Context: an optimization exercise on an open-source flow, tuned for small area, a short achievable clock period and few clock cycles per item. The choices shown serve that exercise and are no tape-out recipe.
The RTL was checked by simulation tests, not by an equivalence proof against the original design.
Power and IR drop assume default switching activity.

## standard.sh

```bash
#!/bin/bash
# synth_recipe.tcl (not shown) runs the flow's synth.tcl, then flattens the netlist and writes it again
# the make line also repeats each setting of config.mk as NAME=value (left out here)
make -C /OpenROAD-flow-scripts/flow DESIGN_CONFIG=/design/flow/config.mk WORK_HOME=/design/flow/orfs CLKGATE_MAP_FILE= SYNTH_SCRIPT=/design/flow/synth_recipe.tcl "${@:-finish}"
```

## flow/run.sh

```bash
#!/bin/bash
# The standard layout (standard.sh: unchanged synthesis, floorplan, placement,
# CTS, routing) at the design's SDC, with two changes to how it optimises:
# - repair_timing is asked to keep 19 ns of setup slack, so it keeps shortening
#   paths past the 34 ns constraint;
# - buffer_ports still gives every input and output port its own buffer, but
#   starts from the smallest buffer cell (repair resizes it where timing needs).
# make's output goes to flow_make.log; each ORFS step logs under orfs/logs/.
set -euo pipefail
bash standard.sh SETUP_SLACK_MARGIN=19 "BUFFER_PORTS_ARGS=-buffer_cell sky130_fd_sc_hd__buf_1" finish > flow_make.log 2>&1
```

## constraint.sdc

```tcl
create_clock -name core_clock -period 34.0 [get_ports {clk}]
set_input_delay 6.8000 -clock core_clock [delete_from_list [all_inputs] [get_ports {clk}]]
set_output_delay 6.8000 -clock core_clock [all_outputs]
set_load 0.01 [all_outputs]
```

## design.v

```verilog
module mwadd_decode (
    input  wire [191:0] bundle,
    output wire         invalid,
    output wire [1:0]   cls,       
    output wire         sgn,
    output wire [31:0]  exp,
    output wire [6:0]   pm1,       
    output wire [1:0]   nwo,       
    output wire [127:0] sig
);
    wire [63:0] hdr  = bundle[63:0];
    wire [23:0] prec = hdr[55:32];
    assign sig = bundle[191:64];
    assign cls = hdr[57:56];
    assign sgn = hdr[58];
    assign exp = hdr[31:0];
    mwadd_dec #(.N(7)) u_pm1 (.a(prec[6:0]), .y(pm1));
    wire       prec_ok = (prec[23:8] == 16'd0) &&
                         (prec[7] ? (prec[6:0] == 7'd0) : (prec[6:0] != 7'd0));
    wire       plz     = (prec[4:0] == 5'd0);
    wire [1:0] nw      = {prec[6] ^ (plz & ~prec[5]), prec[5] ^ plz};
    wire [4:0] pad     = ~pm1[4:0];
    assign nwo = nw;
    wire [3:0] wz;
    genvar k;
    generate
        for (k = 0; k < 4; k = k + 1) begin : g_wz
            assign wz[k] = (sig[32*k+31:32*k] == 32'd0);
        end
    endgenerate
    wire top_set = sig[{nw, 5'd31}];
    wire hi_zero = (nw == 2'd0) ? (wz[1] & wz[2] & wz[3]) :
                   (nw == 2'd1) ? (wz[2] & wz[3]) :
                   (nw == 2'd2) ? wz[3] : 1'b1;
    wire [31:0] lowm;    
    mwadd_therm u_lowm (.v(pad), .t(lowm));
    wire pad_zero = (sig[30:0] & lowm[30:0]) == 31'd0;
    wire fin_ok   = prec_ok && top_set && hi_zero && pad_zero;
    wire spec_ok  = (exp == 32'd0) && (prec == 24'd0) && (&wz) && !(cls == 2'b11 && sgn);
    assign invalid = (hdr[63:59] != 5'd0) || ((cls == 2'b01) ? !fin_ok : !spec_ok);
endmodule
module mwadd_add #(parameter N = 8) (
    input  wire [N-1:0] a,
    input  wire [N-1:0] b,
    input  wire         ci,
    output wire [N-1:0] s,
    output wire         co
);
    reg [N-1:0] g, p, kg, kp;
    integer m, l;
    always @* begin
        g = a & b;
        p = a ^ b;
        kg = g;
        kp = p;
        kg[0] = g[0] | (p[0] & ci);
        for (l = 0; (1 << l) < N; l = l + 1)
            for (m = 0; m < N; m = m + 1)
                if ((m >> l) & 1) begin
                    kg[m] = kg[m] | (kp[m] & kg[((m >> l) << l) - 1]);
                    kp[m] = kp[m] & kp[((m >> l) << l) - 1];
                end
    end
    assign s  = p ^ {kg[N-2:0], ci};
    assign co = kg[N-1];
endmodule
module mwadd_inc #(parameter N = 8) (
    input  wire [N-1:0] a,
    output wire [N-1:0] y
);
    reg [N-1:0] kp;
    integer m, l;
    always @* begin
        kp = a;
        for (l = 0; (1 << l) < N; l = l + 1)
            for (m = 0; m < N; m = m + 1)
                if ((m >> l) & 1)
                    kp[m] = kp[m] & kp[((m >> l) << l) - 1];
    end
    assign y = a ^ {kp[N-2:0], 1'b1};
endmodule
module mwadd_dec #(parameter N = 8) (
    input  wire [N-1:0] a,
    output wire [N-1:0] y
);
    wire [N-1:0] t;
    mwadd_inc #(.N(N)) u_inc (.a(~a), .y(t));
    assign y = ~t;
endmodule
module mwadd_gt #(parameter N = 8) (
    input  wire [N-1:0] a,
    input  wire [N-1:0] b,
    output wire         gt
);
    reg [N-1:0] cg, ce;
    integer j, lv;
    always @* begin
        cg = a & ~b;
        ce = ~(a ^ b);
        for (lv = 1; lv < N; lv = lv * 2)
            for (j = 0; j + lv < N; j = j + 2 * lv) begin
                cg[j] = cg[j + lv] | (ce[j + lv] & cg[j]);
                ce[j] = ce[j + lv] & ce[j];
            end
    end
    assign gt = cg[0];
endmodule
module mwadd_therm (
    input  wire [4:0]  v,
    output wire [31:0] t
);
    wire [1:0]  t1 = {1'b0, v[0]};
    wire [3:0]  t2 = v[1] ? {t1, 2'b11} : {2'b00, t1};
    wire [7:0]  t3 = v[2] ? {t2, 4'hF}  : {4'h0, t2};
    wire [15:0] t4 = v[3] ? {t3, 8'hFF} : {8'h0, t3};
    assign      t  = v[4] ? {t4, 16'hFFFF} : {16'h0, t4};
endmodule
module mwadd_isinc #(parameter N = 8) (
    input  wire [N-1:0] a,
    input  wire [N-1:0] b,
    output wire         eq
);
    wire [N-1:0] nb = ~b;
    wire [N-1:0] p  = a ^ nb;
    wire [N-1:0] o  = a | nb;
    assign eq = !p[0] && (p[N-1:1] == o[N-2:0]);
endmodule
module mwadd_align (
    input  wire [31:0]  cmd,
    input  wire [191:0] x,
    input  wire [191:0] y,
    output reg          fix,       
    output reg  [2:0]   fst,       
    output reg  [1:0]   fcls,      
    output reg          sgn,       
    output wire [129:0] sum,       
    output wire         st_low,    
    output wire [31:0]  ea,
    output wire [6:0]   ptm1,      
    output wire [2:0]   mode,
    output reg  [2:0]   regime
);
    wire [3:0]  opc = cmd[3:0];
    wire [2:0]  rm  = cmd[6:4];
    wire [23:0] tp  = cmd[31:8];
    wire illegal = (opc[3:2] != 2'd0) || cmd[7] || (rm[2] & rm[1]) ||
                   (opc[0] && rm != 3'd0) || (opc[1] && tp != 24'd0);
    wire badprec = !opc[1] && ((tp[23:8] != 16'd0) || (tp[7:0] == 8'd0) ||
                               (tp[7] && tp[6:0] != 7'd0));
    wire         x_inv, y_inv;
    wire [1:0]   x_cls, y_cls;
    wire         x_sgn, y_sgn;
    wire [31:0]  x_exp, y_exp;
    wire [6:0]   x_pm1, y_pm1;
    wire [1:0]   x_nw, y_nw;
    wire [127:0] x_sig, y_sig;
    mwadd_decode u_dx (.bundle(x), .invalid(x_inv), .cls(x_cls), .sgn(x_sgn),
                       .exp(x_exp), .pm1(x_pm1), .nwo(x_nw), .sig(x_sig));
    mwadd_decode u_dy (.bundle(y), .invalid(y_inv), .cls(y_cls), .sgn(y_sgn),
                       .exp(y_exp), .pm1(y_pm1), .nwo(y_nw), .sig(y_sig));
    wire x_fin = (x_cls == 2'b01);
    wire y_fin = (y_cls == 2'b01);
    wire both_fin = x_fin && y_fin;
    wire [6:0] x_ppm1 = x_fin ? x_pm1 : 7'd0;
    wire [6:0] y_ppm1 = y_fin ? y_pm1 : 7'd0;
    wire       xpp_gt;
    wire [6:0] tpm1;
    mwadd_gt  #(.N(7)) u_ppgt (.a(x_ppm1), .b(y_ppm1), .gt(xpp_gt));
    mwadd_dec #(.N(7)) u_tpm1 (.a(tp[6:0]), .y(tpm1));
    assign ptm1 = opc[1] ? (xpp_gt ? x_ppm1 : y_ppm1) : tpm1;
    assign mode = opc[0] ? 3'd0 : rm;
    wire        ygt;
    mwadd_gt #(.N(32)) u_egt (.a({~y_exp[31], y_exp[30:0]}), .b({~x_exp[31], x_exp[30:0]}), .gt(ygt));
    wire        swap = both_fin ? ygt : y_fin;
    wire [7:0]  dxy, dyx;
    wire        dxy_co, dyx_co;
    mwadd_add #(.N(8)) u_dxy (.a(x_exp[7:0]), .b(~y_exp[7:0]), .ci(1'b1), .s(dxy), .co(dxy_co));
    mwadd_add #(.N(8)) u_dyx (.a(y_exp[7:0]), .b(~x_exp[7:0]), .ci(1'b1), .s(dyx), .co(dyx_co));
    wire [7:0]  dabs = ygt ? dyx : dxy;
    wire [23:0] hx = x_exp[31:8], hy = y_exp[31:8];
    wire        heq = (hx == hy);
    wire        hxp1, hyp1;        
    mwadd_isinc #(.N(24)) u_hxp1 (.a(hx), .b(hy), .eq(hxp1));
    mwadd_isinc #(.N(24)) u_hyp1 (.a(hy), .b(hx), .eq(hyp1));
    wire        fx   = !(heq | hxp1) | (dxy[7] & (dxy[6:1] != 6'd0)) | (hxp1 & dxy_co);
    wire        fy   = !(heq | hyp1) | (dyx[7] & (dyx[6:1] != 6'd0)) | (hyp1 & dyx_co);
    wire        far  = ygt ? fy : fx;
    wire [127:0] x_left = x_sig << {~x_nw, 5'd0};
    wire [127:0] y_left = y_sig << {~y_nw, 5'd0};
    wire [127:0] a_left = swap ? y_left : x_left;
    wire [127:0] b_left = swap ? x_left : y_left;
    assign ea = swap ? y_exp : x_exp;
    wire a_sgn = swap ? y_sgn : x_sgn;
    reg [128:0] v;
    reg         stk;
    integer k;
    always @* begin
        v   = {b_left, 1'b0};
        stk = 1'b0;
        for (k = 7; k >= 0; k = k - 1) begin
            if (dabs[k]) begin
                stk = stk | ((v & ((129'd1 << (1 << k)) - 129'd1)) != 129'd0);
                v   = v >> (1 << k);
            end
        end
    end
    wire [128:0] b_frame = (!both_fin || far) ? 129'd0 : v;
    assign st_low = both_fin && (far || stk);
    wire [127:0] s_hi;
    wire         s_co;
    mwadd_add #(.N(128)) u_add (.a(a_left), .b(b_frame[128:1]), .ci(1'b0), .s(s_hi), .co(s_co));
    assign sum = {s_co, s_hi, b_frame[0]};
    always @* begin
        fix  = 1'b1;
        fst  = 3'd0;
        fcls = 2'b00;
        sgn  = 1'b0;
        if (illegal) begin
            fst = 3'd1;
        end else if (badprec) begin
            fst = 3'd2;
        end else if (x_inv || y_inv) begin
            fst = 3'd3;
        end else if (x_cls == 2'b11 || y_cls == 2'b11) begin
            fcls = 2'b11;
        end else if (x_cls == 2'b10 && y_cls == 2'b10) begin
            fcls = (x_sgn == y_sgn) ? 2'b10 : 2'b11;
            sgn  = (x_sgn == y_sgn) && x_sgn;
        end else if (x_cls == 2'b10) begin
            fcls = 2'b10;
            sgn  = x_sgn;
        end else if (y_cls == 2'b10) begin
            fcls = 2'b10;
            sgn  = y_sgn;
        end else if (x_cls == 2'b00 && y_cls == 2'b00) begin
            sgn  = (x_sgn == y_sgn) ? x_sgn : (mode == 3'd1);
        end else if (both_fin && x_sgn != y_sgn) begin
            fst = 3'd6;
        end else begin
            fix = 1'b0;
            sgn = a_sgn;
        end
    end
    wire p_full = &ptm1[4:0];
    always @* begin
        if (!(both_fin && x_pm1 == y_pm1 && x_pm1 == ptm1)) regime = 3'd7;
        else if (ptm1[6:5] == 2'd3)                         regime = 3'd6;
        else                                                regime = {ptm1[6:5], p_full} + 3'd1;
    end
endmodule
module mwadd_round (
    input  wire         fix,
    input  wire [2:0]   fst,
    input  wire [1:0]   fcls,
    input  wire         sgn,
    input  wire [129:0] sum,
    input  wire         st_low,
    input  wire [31:0]  ea,
    input  wire [6:0]   ptm1,
    input  wire [2:0]   mode,
    input  wire [2:0]   regime,
    output wire [31:0]  rword,
    output wire [191:0] z
);
    wire       carry = sum[129];
    wire [1:0] nwt   = ptm1[6:5];       
    wire [4:0] rt    = ~ptm1[4:0];      
    wire [1:0] s     = ~nwt;            
    wire [129:0] sc  = carry ? {1'b0, sum[129:1]} : sum;
    wire [129:0] yv  = sc >> {s, 5'd0};
    wire         out_c = carry & sum[0];
    wire [2:0]   wnz;
    assign wnz[0] = sc[31:0]  != 32'd0;
    assign wnz[1] = sc[63:32] != 32'd0;
    assign wnz[2] = sc[95:64] != 32'd0;
    wire out_w = (s == 2'd0) ? 1'b0 :
                 (s == 2'd1) ? wnz[0] :
                 (s == 2'd2) ? (wnz[0] | wnz[1]) : (|wnz);
    wire [31:0] lowm;    
    mwadd_therm u_lowm (.v(rt), .t(lowm));
    wire rb  = yv[rt];
    wire lsb = yv[rt + 6'd1];
    wire sb  = ((yv[31:0] & lowm) != 32'd0) || out_c || out_w || st_low;
    wire inexact = rb | sb;
    reg inc;
    always @* begin
        case (mode)
            3'd0:    inc = rb && (sb || lsb);
            3'd1:    inc = inexact && sgn;
            3'd2:    inc = inexact && !sgn;
            3'd4:    inc = inexact;
            default: inc = 1'b0;
        endcase
    end
    wire [127:0] t = {yv[128:33], yv[32:1] | lowm};
    reg  [127:0] pa;    
    integer k, lv2;
    always @* begin
        pa = t;
        for (lv2 = 1; lv2 < 128; lv2 = lv2 * 2)
            for (k = 2 * lv2 - 1; k < 128; k = k + 2 * lv2)
                pa[k] = pa[k] & pa[k - lv2];
        for (lv2 = 32; lv2 >= 1; lv2 = lv2 / 2)
            for (k = 3 * lv2 - 1; k < 128; k = k + 2 * lv2)
                pa[k] = pa[k] & pa[k - lv2];
    end
    wire [127:0] flip = {pa[126:0], 1'b1} & {128{inc}};
    wire [127:0] rounded = t ^ flip;
    wire allones = pa[{nwt, 5'd31}];
    wire ovf = inc & allones;
    reg [127:0] zsig;
    always @* begin
        zsig = {rounded[127:32], rounded[31:0] & ~lowm};
        zsig[{nwt, 5'd31}] = 1'b1;
        if (nwt != 2'd3) zsig[{nwt + 2'd1, 5'd0}] = 1'b0;
    end
    wire [30:0] eah1;
    mwadd_inc #(.N(31)) u_ea (.a(ea[31:1]), .y(eah1));
    wire        ecin = (carry & ovf) | ((carry ^ ovf) & ea[0]);
    wire [31:0] eres = {ecin ? eah1 : ea[31:1], ea[0] ^ carry ^ ovf};
    wire ea_hi   = !ea[31] && (&ea[30:1]);
    wire ea_max  = ea_hi && ea[0];
    wire ea_max1 = ea_hi && !ea[0];
    wire exp_ovf = (ea_max & (carry | ovf)) | (ea_max1 & carry & ovf);
    wire [3:0] st = fix ? {1'b0, fst} :
                    (mode == 3'd5 && inexact) ? 4'd4 :
                    exp_ovf ? 4'd5 : 4'd0;
    wire ok = !fix && st == 4'd0;
    wire [1:0] ord = !inexact ? 2'b00 : ((inc == !sgn) ? 2'b01 : 2'b11);
    wire [6:0] pt7;
    mwadd_inc #(.N(7)) u_pt (.a(ptm1), .y(pt7));
    wire [7:0] pt  = {&ptm1, pt7};
    assign rword = ok ? {20'd0, inc, sb, rb, regime, ord, 4'd0} : {28'd0, st};
    assign z = ok  ? {zsig, 5'd0, sgn, 2'b01, 16'd0, pt, eres} :
               fix ? {133'd0, sgn, fcls, 56'd0} : 192'd0;
endmodule
module mwadd (
    input  wire         clk,
    input  wire         rst,
    input  wire         req_valid,
    output wire         req_ready,
    input  wire [31:0]  req_cmd,
    input  wire [191:0] req_x,
    input  wire [191:0] req_y,
    output wire         rsp_valid,
    input  wire         rsp_ready,
    output wire [31:0]  rsp_word,
    output wire [191:0] rsp_z
);
    reg busy;
    wire         fix_d, sgn_d, st_low_d;
    wire [2:0]   fst_d, mode_d, regime_d;
    wire [1:0]   fcls_d;
    wire [129:0] sum_d;
    wire [31:0]  ea_d;
    wire [6:0]   ptm1_d;
    mwadd_align u_align (
        .cmd(req_cmd), .x(req_x), .y(req_y),
        .fix(fix_d), .fst(fst_d), .fcls(fcls_d), .sgn(sgn_d),
        .sum(sum_d), .st_low(st_low_d), .ea(ea_d), .ptm1(ptm1_d),
        .mode(mode_d), .regime(regime_d));
    reg         fix_q, sgn_q, st_low_q;
    reg [2:0]   fst_q, mode_q, regime_q;
    reg [1:0]   fcls_q;
    reg [129:0] sum_q;
    reg [31:0]  ea_q;
    reg [6:0]   ptm1_q;
    always @(posedge clk) begin
        if (rst)
            busy <= 1'b0;
        else if (!busy)
            busy <= req_valid;
        else if (rsp_ready)
            busy <= 1'b0;
    end
    always @(posedge clk) begin
        if (!busy) begin
            fix_q    <= fix_d;
            fst_q    <= fst_d;
            fcls_q   <= fcls_d;
            sgn_q    <= sgn_d;
            sum_q    <= sum_d;
            st_low_q <= st_low_d;
            ea_q     <= ea_d;
            ptm1_q   <= ptm1_d;
            mode_q   <= mode_d;
            regime_q <= regime_d;
        end
    end
    mwadd_round u_round (
        .fix(fix_q), .fst(fst_q), .fcls(fcls_q), .sgn(sgn_q),
        .sum(sum_q), .st_low(st_low_q), .ea(ea_q), .ptm1(ptm1_q),
        .mode(mode_q), .regime(regime_q),
        .rword(rsp_word), .z(rsp_z));
    assign req_ready = !busy && !rst;
    assign rsp_valid = busy && !rst;
endmodule
```

## config.mk

```make
export PLATFORM = sky130hd
export DESIGN_NAME = mwadd
export DESIGN_NICKNAME = mwadd
export VERILOG_FILES = /design/flow/design.v
export SDC_FILE = /design/flow/constraint.sdc
export NUM_CORES = 4
export LEC_CHECK = 0
export CAP_MARGIN = 30
export CORE_MARGIN = 2
export CORE_UTILIZATION = 40
export SLEW_MARGIN = 20
```

==> run summary, run 1 <==
NumNets Final=7084; Critical Path End Type=flip-flop; crit path DAT=between 15 and 20 ns; crit start category=input port; Synthesis Warnings=9; CP required=34.32 ns; final RePlAce weighted congestion=1.163; maximum capacitance violations=0; global-route wire length before repair=404.8 mm; number of I/O pins=around 650; Final Routed Wirelength=305.1 mm; run status=finished clean; worst vdd rail ir drop=about 0.000024 V; DR iter-0 viols=a little over 9000; fraction of layout cells with a size suffix above 1=13.94%; delay of the slowest cell on the worst path=0.50 ns; CTS buffer count=17; share of the core filled with cells=47.83%; TritonCTS clock tree=built; worst r2r src=busy; Hold Violations, Final=0; Final TNS setup=0 ns; clock latency (worst-skew pair)=0.52 ns; core region area=around 110000 sq um; Residual DRC=0; Synth Area per Inst=7.359 sq um; sequential share of the synthesized area=12.68%; worst reg-to-reg setup slack=31.69 ns; detailed-route via count=55570; most frequent CP cell=buf_4; area added between synthesis and finish=18.17%; prevailing post-synth register cell=edfxtp_1; number of fill cells=11030; minimum clock period after layout=14.93 ns; flops & latches, synth=184; Synth Instances=5913; routed wirelength normalized by instance count=38.78 microns; vias in the first global route=48600; clock slew seen by the registers of the worst setup and hold paths=0.08 ns; area of all sequential standard cells=~5500 sq um; Final Skew=roughly 0.019 ns; Finish-stage setup viols=0; final clock period utilization by the worst path=a little over two fifths; Critical R2R Capture=ea_q[6]; die width=between 300 and 400 microns; CTS Root Buffer Type=clkbuf_16; post-route insts no fill=7869; worst slew slack as a fraction of its limit=slightly above 20%; Port-buffer cells=603; die area=111400 sq um; startpoint of the most critical hold path=busy; detailed-routing iteration count for the pre-antenna-repair pass=8; remaining number of nets flagged by the antenna check after routing=0; antenna violations before repair=64; HP Class=reg -> reg; Placed Cells incl. Taps=7666; worst-margin pin slew=1.182 ns; maximum clock frequency=66.97 MHz; number of enable-type register cells in the synthesized netlist=between 150 and 200; total gr overflow=0; unrepaired setup endpoints after global routing=yes; crit path launch=req_y[12]; cell depth of the worst min-delay path=1; sinks on the clock net=184; effective utilization at floorplan=40.47%; dominant cells by area after synthesis=edfxtp_1 (13%), mux2i_1 (12%), ha_1 (6.6%), nand2_1 (5.6%), nor2_1 (5.6%); per-cell via count in the routed design=approximately 7; all-layer global routing usage=51.92%; maximum net fanout on the critical path=18; Die H=333.8 microns; area of the mapped netlist=43510 sq um; classification of the worst setup path=in -> reg; area of the multi-input gates=37030 sq um; power density relative to cell area=approximately 42 nW/um^2; P_leak=20.23 nW; Post-synth ARST share=0%; DPL Wire Length=240.3 mm; worst reg-to-reg path cell count=2; Hold Path Sink=sum_q[116]; max-slew violation count=0; cell row count=120; number of distinct standard cells referenced by the synthesized netlist=93; H-tree levels=4; Synth top area share=12.63%; top cell type by total area after synthesis=edfxtp_1; clock buffer depth=2; Slowest cell on crit path=o31ai_2; largest net degree at the start of global routing=126
## final cells by class
cell class                      count  area share (%)
Antenna cell                       44          0.2141
Clock buffer                       17          0.8274
Clock inverter                     15          0.4380
Inverter                          193           1.431
Multi-Input combinational cell   5106           72.03
Sequential cell                   184           10.73
Tap cell                         1403           3.414
Timing Repair Buffer              907           10.92
## worst max-delay path: cells and delay by family
family / cells / cell delay (ns)
AOI/OAI and AO/OA: 17 / 3.78
xor gates and xnor gates: 1 / 0.24
muxes: 4 / 1.38
buffers and inverters: 8 / 1.36
adders and majority gates: 3 / 1.04
and+or+nand+nor: 4 / 0.59
## cells by family after synthesis
family | count (synthesis) | synth area share, %
compound gates | 1439 | 21.22
xor+xnor | 283 | 5.696
fa+ha+maj | 256 | 7.804
buf+inv | 669 | 6.525
flops | 184 | 12.68
mux | 785 | 21.28
other cells | 1 | 0.008618
simple gates | 2296 | 24.79
## stage by stage
step                      cell area (sq um)  setup slack (ns)  hold slack (ns)  total power [W]
after floorplan                       43670             19.05            2.963         0.001128
after global placement                47200             15.94           0.9919         0.001672
after detailed placement              47270             15.88            1.005         0.001664
after CTS                             49210             18.98            1.018         0.001945
after global routing                  51370             18.92            1.038         0.002168
final                                 51420             19.07           0.9792         0.002146
## placed cells by master (no fill, tap or decap), types with 22 or more instances in the layout
| cell type | Yosys | layout |
|---|---|---|
| o21ai_1 | 3 | 40 |
| o31ai_1 | 27 | 22 |
| ha_1 | 229 | 219 |
| nor3_1 | 183 | 176 |
| clkbuf_16 | 0 | 30 |
| inv_1 | 185 | 184 |
| and3_1 | 51 | 51 |
| nand2_1 | 647 | 642 |
| o22ai_1 | 117 | 113 |
| o21ai_0 | 307 | 250 |
| buf_1 | 75 | 591 |
| or3_1 | 29 | 28 |
| nand4_1 | 86 | 86 |
| a21oi_2 | 1 | 46 |
| a211oi_1 | 118 | 110 |
| mux2i_4 | 0 | 29 |
| fa_1 | 26 | 23 |
| conb_1 | 1 | 42 |
| nand3_1 | 207 | 206 |
| and2_1 | 117 | 117 |
| mux2_2 | 159 | 150 |
| xnor2_1 | 174 | 165 |
| a31oi_1 | 59 | 49 |
| a21oi_1 | 377 | 326 |
| nor4_1 | 155 | 150 |
| nand2b_1 | 37 | 34 |
| nor2_1 | 647 | 639 |
| nor2b_1 | 52 | 52 |
| mux4_2 | 96 | 96 |
| diode_2 | 0 | 44 |
| buf_4 | 53 | 212 |
| o211ai_1 | 46 | 46 |
| mux2i_1 | 530 | 472 |
| a21o_1 | 66 | 66 |
| o21a_1 | 46 | 45 |
| mux2i_2 | 0 | 29 |
| xor2_1 | 109 | 105 |
| edfxtp_1 | 183 | 183 |
## power breakdown
| group | total (W) | internal (W) | switching, W |
|---|---|---|---|
| Sequential | 0.000349 | 0.000284 | 0.0000649 |
| Combinational | 0.00157 | 0.000517 | 0.00106 |
| Clock | 0.000222 | 0.000104 | 0.000119 |
| Total | 0.00215 | 0.000905 | 0.00124 |
## registers in the layout, indices dropped and copies added (netlist names), 2 cells and up
signal	cells
mode_q	3
ptm1_q	7
sum_q	130
ea_q	32
regime_q	3
fcls_q	2
fst_q	3
## worst max-delay path by stage
stage                            end  cells past startpoint
after floorplan           sum_q[123]                     37
after global placement    sum_q[126]                     36
after detailed placement  sum_q[126]                     36
after CTS                 sum_q[117]                     34
after global routing       sum_q[89]                     38
final                      sum_q[86]                     37
## cells in the mapped netlist (all sizes together) (14+ instances only)
master,number
nor4,156
o21ai,311
inv,188
and3,51
nor2,647
buf,180
fa,26
or3,29
o211ai,46
a211oi,118
o31ai,29
o21bai,21
o22ai,117
clkbuf,296
o21a,46
o2bb2ai,17
a31oi,59
a22o,14
xnor2,174
o32ai,15
a211o,15
a21o,66
mux4,96
nand2,648
a21oi,378
a22oi,18
or2,23
nand3,207
nor2b,52
a221oi,14
and2,117
nand2b,37
edfxtp,183
xor2,109
mux2i,530
nor3,185
nor3b,15
ha,229
mux2,159
o221ai,18
nand4,86
a2111oi,16
## what timing repair did
| action | 4_1_cts | 5_1_grt |
|---|---|---|
| pin swaps | 15 | 32 |
| setup buffers | 21 | 62 |
| resized for setup | 175 | 272 |
| hold buffers | 0 | 0 |
| endpoints found under the setup margin | 151 | 119 |
| gates cloned | 16 | 15 |
## per-layer routing
layer | global-route usage (%) | share of wire (%) | vias up
li1 | - | - | 22900
met1 | 64.10 | 37 | 26550
met2 | 71.57 | 39 | 4875
met3 | 21.10 | 15 | 1218
met4 | 39.30 | 9.8 | 36
met5 | 0 | 0.083 | -
Testbench counts, summed over its fixed seeds: cycles 64,000, items 32,000.
==> inputs of run 2 (changes only) <==
--- a/flow/run.sh
+++ b/flow/run.sh
@@ -3,3 +3,3 @@
 # CTS, routing) at the design's SDC, with two changes to how it optimises:
-# - repair_timing is asked to keep 19 ns of setup slack, so it keeps shortening
+# - repair_timing is asked to keep 18 ns of setup slack, so it keeps shortening
 #   paths past the 34 ns constraint;
@@ -9,2 +9,2 @@
 set -euo pipefail
-bash standard.sh SETUP_SLACK_MARGIN=19 "BUFFER_PORTS_ARGS=-buffer_cell sky130_fd_sc_hd__buf_1" finish > flow_make.log 2>&1
+bash standard.sh SETUP_SLACK_MARGIN=18 "BUFFER_PORTS_ARGS=-buffer_cell sky130_fd_sc_hd__buf_1" finish > flow_make.log 2>&1
--- a/config.mk
+++ b/config.mk
@@ -9,3 +9,3 @@
 export CORE_MARGIN = 2
-export CORE_UTILIZATION = 40
+export CORE_UTILIZATION = 45
 export SLEW_MARGIN = 20
==> run summary, run 2 <==
most common library cell in the layout ignoring fill and taps=nand2_1; Residual DRC=0; area of the mapped netlist=approximately 44000 sq um; DR iter-0 viols=around 10000; fraction of layout cells with a size suffix above 1=10.26%; Die H=315.0 microns; Synth Area per Inst=7.359 sq um; maximum net fanout on the critical path=76; minimum clock period after layout=around 16 ns; CTS buffer count=17; number of enable-type register cells in the synthesized netlist=between 150 and 200; detailed-route via count=55130; crit start category=input port; maximum capacitance violations=0; crit path launch=req_y[32]; antenna violations before repair=46; number of buffers and inverters on the critical path=5; per-cell via count in the routed design=7.219; all-layer global routing usage=roughly 55%; dominant cells by area after synthesis=edfxtp_1 (13%), mux2i_1 (12%), ha_1 (6.6%), nand2_1 (5.6%), nor2_1 (5.6%); max-slew violation count=0; Synth Instances=5913; area added between synthesis and finish=12.45%; Final TNS setup=0 ns; Largest register FFs=130; clock buffer depth=2; Critical Path End Type=flip-flop; CTS Root Buffer Type=clkbuf_16; vias in the first global route=slightly below 50000; Slowest cell on crit path=a31oi_1; commonest cells after routing, fill and taps aside=nand2_1 (644), nor2_1 (639), buf_1 (600), mux2i_1 (508), a21oi_1 (359); total gr overflow=0; Finish-stage setup viols=0; die width=315.0 microns; final RePlAce weighted congestion=1.142; Post-synth ARST share=0%; NumNets Final=about 7000; number of fill cells=9602; routed wirelength normalized by instance count=37.63 microns; H-tree levels=4; delay of the slowest cell on the worst path=0.76 ns; largest net degree at the start of global routing=142; sequential share of the synthesized area=12.68%; crit-path leading delay family=compound AO/OA/AOI/OAI gates; effective utilization at floorplan=a little under half; most frequent CP cell=a21oi_1; Post-CTS Hold Fix Bufs=0; worst r2r src=busy; run status=finished clean; worst vdd rail ir drop=0.00004443 V; die area=99200 sq um; power density relative to cell area=41.80 nW/um^2; worst reg-to-reg path cell count=4; Synth top area share=12.63%; DPL Wire Length=231.5 mm; final clock period utilization by the worst path=between 40% and 50%; critical path capture point=sum_q[123]; number of distinct standard cells referenced by the synthesized netlist=93; number of cells on the critical path=35; global-route wire length before repair=383.0 mm; remaining number of nets flagged by the antenna check after routing=0; Synthesis Warnings=9; HP Class=reg -> reg; clock latency (worst-skew pair)=0.50 ns; TritonCTS clock tree=built; area of all sequential standard cells=5515 sq um; CP required=34.24 ns; maximum clock frequency=62.16 MHz; sinks on the clock net=184; flops & latches, synth=184; Worst Setup Slack post-DPL=16.03 ns; core region area=96280 sq um; Hold Violations, Final=0; synth cell count leaders=nand2_1 (647), nor2_1 (647), mux2i_1 (530); area of the multi-input gates=36090 sq um; Final Skew=0.01624 ns; register with the most flip-flops=sum_q; prevailing post-synth register cell=edfxtp_1; Port-buffer cells=603; final setup slack of the worst path=17.91 ns; Critical R2R Capture=ea_q[12]; cell row count=114; worst-margin pin slew=1.213 ns; number of I/O pins=around 650; detailed-routing iteration count for the pre-antenna-repair pass=9; classification of the worst setup path=in -> reg; crit path DAT=16.32 ns; registers with the highest flip-flop counts=sum_q (130), ea_q (32), ptm1_q (7); unrepaired setup endpoints after global routing=no; worst slew slack as a fraction of its limit=18.39%; clock slew seen by the registers of the worst setup and hold paths=0.08 ns; worst reg-to-reg setup slack=31.91 ns; Final Routed Wirelength=about 290 mm; P_leak=19.34 nW; top cell type by total area after synthesis=edfxtp_1
-- run 2: through the flow --
step | cells | cell area [sq um] | hold WS, ns | utilization, % | total power (W)
floorplan | 5954 | 43670 | 2.963 | - | 0.001127
global placement | 7501 | 46860 | 1.249 | 48.67 | 0.001682
detailed placement | 7511 | 46940 | 1.281 | 48.75 | 0.001680
CTS | 7555 | 47980 | 1.293 | 49.83 | 0.001904
global route | 7617 | 48880 | 0.8963 | 50.77 | 0.002060
finish | 7637 | 48930 | 0.8542 | 50.82 | 0.002045
-- run 2: layout make-up --
type	count	area share [%]
clock buffers	18	0.8771
repair buffers	801	8.759
flip-flops and latches	184	11.27
inverters	193	1.491
multi-input cells	5105	73.76
diodes	46	0.2353
well taps	1276	3.263
clock inverters	14	0.3376
-- run 2: worst min-delay path by stage --
stage	from	end	slack (ns)	cells after the start
floorplan	busy	busy	2.96	4
global placement	busy	busy	1.25	3
detailed placement	busy	busy	1.28	3
CTS	busy	busy	1.29	3
global route	busy	sum_q[124]	0.90	1
finish	busy	sum_q[124]	0.85	1
-- run 2: kinds of logic (layout without fill, tap and decap cells) --
logic type | after synthesis | count (layout) | share of synthesized area [%]
flops | 184 | 184 | 12.68
simple gates | 2296 | 2296 | 24.79
other cells | 1 | 88 | 0.008618
mux | 785 | 785 | 21.28
compound gates | 1439 | 1442 | 21.22
fa+ha+maj | 256 | 256 | 7.804
buf+inv | 669 | 1026 | 6.525
xor+xnor | 283 | 284 | 5.696
-- run 2: routing by layer --
layer  routed length (microns)  part of all wire, %  track usage [%]  vias up
li1                          -                    -                -    22680
met4                     31440                   11            48.32       22
met2                    110700                   39            74.82     5187
met5                       310                 0.11            1.257        -
met1                    101700                   35            67.59    25990
met3                     43290                   15            19.92     1249
-- run 2: what timing repair did --
item,CTS,global route
pin swaps,5,7
setup buffers,6,23
endpoints found under the setup margin,82,197
resized for setup,68,95
gates cloned,6,7
-- run 2: power by group --
| part | internal [W] | switching [W] | leakage (nW) |
|---|---|---|---|
| Sequential | 0.000284 | 0.0000678 | 1.94 |
| Combinational | 0.000455 | 0.00103 | 17.1 |
| Clock | 0.000104 | 0.000101 | 0.286 |

afterwards: timing with drivers on the ports:
No port has a modelled driver above. Below, the same layouts with a new extraction and two added sets of constraints. Step 1: set_driving_cell puts a clkbuf_16 on clk and a buf_2 on each other input, an assumption about the parent block. Step 2 moves the port delays by t, midway between the first and last clock arrival at a register: inputs arrive t later, outputs are due t later. That takes back most of the time a late clock gives input paths. a / b / c = ideal / step 1 / step 2; a / b = the first two.
run	t (ns)	setup WS [ns]	worst setup path at the end	worst register clock-pin slew, ns	worst data-port slew with drivers (ns)
run 1	0.599	19.067 / 19.125 / 18.525	input to register	0.10 / 0.10	0.15
run 2	0.557	17.912 / 17.852 / 17.295	input to register	0.09 / 0.09	0.34
After both steps every run listed still meets setup and hold. The setup slack of run 2, which loses most, moves by -0.060 ns with the drivers and by -0.617 ns with both steps.
